Background: an optimization exercise with open tools, aiming at small area, a short achievable clock period and few clock cycles per item. Do not read the settings as production practice. Power and IR drop assume default switching activity.

// ironfe_sdb
module ironfe_sdb (
    input  wire         clk,
    input  wire         rst,           
    input  wire         cmd_valid,
    output wire         cmd_ready,
    input  wire [103:0] cmd_word,
    output wire         rsp_valid,
    output wire [47:0]  rsp_word,
    output wire         src_ready,
    input  wire         src_valid,
    input  wire         src_eos,
    input  wire [7:0]   src_data,
    output wire         src_close,
    output wire         dst_we,
    output wire [30:0]  dst_addr,
    output wire [7:0]   dst_data
);
clock: 10.0 ns
lec_check: 0
cap_margin: 20
core_margin: 2
core_utilization: 40
slew_margin: 20
standard.sh (not shown) runs the stock make flow with config.mk's settings and CLKGATE_MAP_FILE= SYNTH_SCRIPT=/design/flow/synth_recipe.tcl, a recipe that flattens the netlist after the stock synthesis.
==> flow/flow/run.sh <==
#!/bin/bash
# Standard ORFS layout, with repair_timing asked for more setup slack than
# the design's clock needs and small port buffers.
set -o pipefail
bash standard.sh SETUP_SLACK_MARGIN=7 "BUFFER_PORTS_ARGS=-buffer_cell sky130_fd_sc_hd__buf_1" finish > standard_flow.log 2>&1
==> next run, changes <==
--- a/flow/design.v
+++ b/flow/design.v
@@ -55,32 +55,27 @@
                 3'h5:    begin base = 6'd37; adj = 1'b1; end
                 3'h6:    begin base = 6'd48; adj = 1'b1; end
                 default: base = 6'd61;
             endcase
             t6_sx = base + {2'b00, c[3:0]} - {5'd0, adj & c[3]};
         end
     endfunction
     reg        idle_q;         
-    reg        s_chk;          
     reg        s_eval;         
-    reg        bad_q;
     reg        s_fetch;        
     reg        s_count;        
     reg        s_fill;         
     reg        s_start;        
     reg        rv_q;           
     reg [2:0]  code_q;
     reg [1:0]  sub_q;
     reg [7:0]  info_q;
     reg [30:0] n_q;            
     reg        cap31_q;
-    reg        bad_off_q;
-    reg        bad_cnt_q;
-    reg        zero_q;
     reg [30:0] a_q;            
     reg [30:0] r_q;            
     reg        we_q;
     reg [7:0]  dd_q;
     reg        sr_q;           
     reg        close_q;
     reg [7:0]  b_q;            
     reg        bv_q;           
@@ -111,18 +106,19 @@
     wire        t0       = idle_q && cmd_valid;
     wire [31:0] ck_a     = {1'b0, a_q};
     wire [31:0] ck_r     = {1'b0, r_q};
     wire [31:0] ck_c     = ~{cap31_q, n_q};
     wire [31:0] ck_s     = ck_a ^ ck_r ^ ck_c;
     wire [31:0] ck_k     = (ck_a & ck_r) | (ck_a & ck_c) | (ck_r & ck_c);
     wire [32:0] ck_t     = {1'b0, ck_s} + {ck_k, 1'b0};
     wire        bad_room = ck_t[32];
-    wire        arg_bad  = bad_off_q || bad_cnt_q || bad_q;
-    wire        go       = !arg_bad && !zero_q && !(kind_q && bhend_q);
+    wire        arg_bad  = (sub_q != 2'd0) || bad_room;
+    wire        cnt_zero = (r_q == 31'd0);
+    wire        go       = !arg_bad && !cnt_zero && !(kind_q && bhend_q);
     wire        fire     = sr_q && src_valid;
     wire        has      = bv_q || be_q;
     wire        d_mark   = (b_q == RLE_MARKER);
     wire        d_zero   = (b_q == 8'h00);
     wire        d_one    = (b_q == 8'h01);
     wire        d_two    = (b_q == 8'h02);
     wire        d_colon  = (b_q == BH_MARK);
     wire        d_nl     = (b_q == BH_LF) || (b_q == BH_CR);
@@ -285,26 +281,23 @@
     always @(posedge clk) begin
         dd_q <= dd_n;
         b_q <= src_data;
         if (idle_q) begin
             a_q       <= a_offset[30:0];
             r_q       <= a_count[30:0];
             n_q       <= (op == 3'd2) ? a_cap[30:0] : 31'd0;
             cap31_q   <= a_cap[31];
-            bad_off_q <= a_offset[31];
-            bad_cnt_q <= a_count[31];
-            zero_q    <= (a_count == 32'd0);
         end else begin
             a_q <= a_q ^ ({31{we_q}} & a_p);
-            r_q <= r_q ^ ({31{sched}} & r_p);
-            if (s_chk || to_err)
-                n_q <= 31'd0;
-            else if (s_eval)
+            r_q <= r_q ^ ({31{sched || (s_eval && k_owed)}} & r_p);
+            if (s_eval)
                 n_q <= {30'd0, sched};
+            else if (to_err)
+                n_q <= 31'd0;
             else
                 n_q <= n_q ^ ({31{sched}} & n_p);
         end
         if (s_fill || (s_eval && sched))
             k_q <= k_q - 8'd1;
         else if (s_count && bv_q && lv_q)
             k_q <= b_q;
         if (s_fetch && bv_q && !kind_q && !d_mark) begin
@@ -325,43 +318,40 @@
             end
         end
         if (s_fetch && bv_q && kind_q && d_colon)
             bhend_q <= 1'b1;
         if (to_err) begin
             code_q <= ecode;
             info_q <= (ecode == E_INVCHR) ? b_q : 8'd0;
         end
-        if (s_chk)
-            bad_q <= bad_room;
         if (s_eval && arg_bad) begin
             code_q <= E_ARG;
-            sub_q  <= bad_off_q ? 2'd1 : bad_cnt_q ? 2'd2 : 2'd3;
+            if (sub_q == 2'd0)
+                sub_q <= 2'd3;
         end
         if (rst) begin
             idle_q  <= 1'b1;
-            s_chk   <= 1'b0;
             s_eval  <= 1'b0;
             s_fetch <= 1'b0;
             s_count <= 1'b0;
             s_fill  <= 1'b0;
             s_start <= 1'b0;
             rv_q    <= 1'b0;
             we_q    <= 1'b0;
             sr_q    <= 1'b0;
             bv_q    <= 1'b0;
             be_q    <= 1'b0;
             close_q <= 1'b0;
             bound_q <= 1'b0;
         end else begin
             close_q <= 1'b0;
             rv_q    <= 1'b0;
             we_q    <= sched;
-            s_chk   <= 1'b0;
-            s_eval  <= s_chk;
+            s_eval  <= 1'b0;
             bv_q    <= fire && !src_eos;
             be_q    <= fire &&  src_eos;
             if (t0) begin
                 idle_q <= 1'b0;
                 code_q <= 3'd0;
                 sub_q  <= 2'd0;
                 info_q <= 8'd0;
                 case (op)
@@ -379,17 +369,18 @@
                             s_start <= 1'b1;
                             sr_q    <= 1'b1;
                         end else begin
                             idle_q <= 1'b1;
                             rv_q   <= 1'b1;
                         end
                     end
                     3'd2: begin
-                        s_chk <= 1'b1;
+                        s_eval <= 1'b1;
+                        sub_q  <= a_offset[31] ? 2'd1 : a_count[31] ? 2'd2 : 2'd0;
                     end
                     3'd3: begin
                         if (bound_q) begin
                             close_q <= !fl_q;
                             bound_q <= 1'b0;
                         end
                         idle_q <= 1'b1;
                         rv_q   <= 1'b1;
=> The changed run finished with timing, DRC and antenna clean; wire length is lower by 1.9%; final cell count falls by 1.3%; core utilization grows by 2.5 points; worst setup slack loses 0.37 ns; register-to-register slack degrades by 0.52 ns; total power went up by 4.5%; clock skew shrinks by 0.011 ns; synthesized cell count falls by 3.1%; cell area rises by 1.6%; flip-flop and latch count falls by 5.
Function was not checked in any run of this note: the RTL went through the layout flow alone.

## afterwards: timing with drivers on the ports
In the flow no input, the clock included, has a driving cell. The finished layouts below were timed again as built, in two steps.
Step 1 (the two cells are an assumption about what drives the block):
set clk [get_ports {clk}]
set_driving_cell -lib_cell sky130_fd_sc_hd__clkbuf_16 $clk
set_driving_cell -lib_cell sky130_fd_sc_hd__buf_2 [delete_from_list [all_inputs] $clk]
Step 2, shift: input delay + t, output delay - t, t = (earliest + latest rising clock arrival at the registers) / 2. This alone moves slack from input paths to output paths.
Three values: ideal, step 1, step 2; two values: the first two.
run	shift t [ns]	setup slack, ns	worst setup path at the end	latest minus earliest clock arrival (ns)	worst slew at a driven data input, ns
the first run	0.476	6.869 / 6.876 / 6.400	input to register	0.022 / 0.023	0.11
the second run	0.481	6.496 / 6.496 / 6.313	input to register	0.011 / 0.012	0.08
After both steps setup and hold are still met in every run listed. For the first run, which loses most, drivers alone change the setup slack by +0.007 ns; drivers and shift together by -0.469 ns.
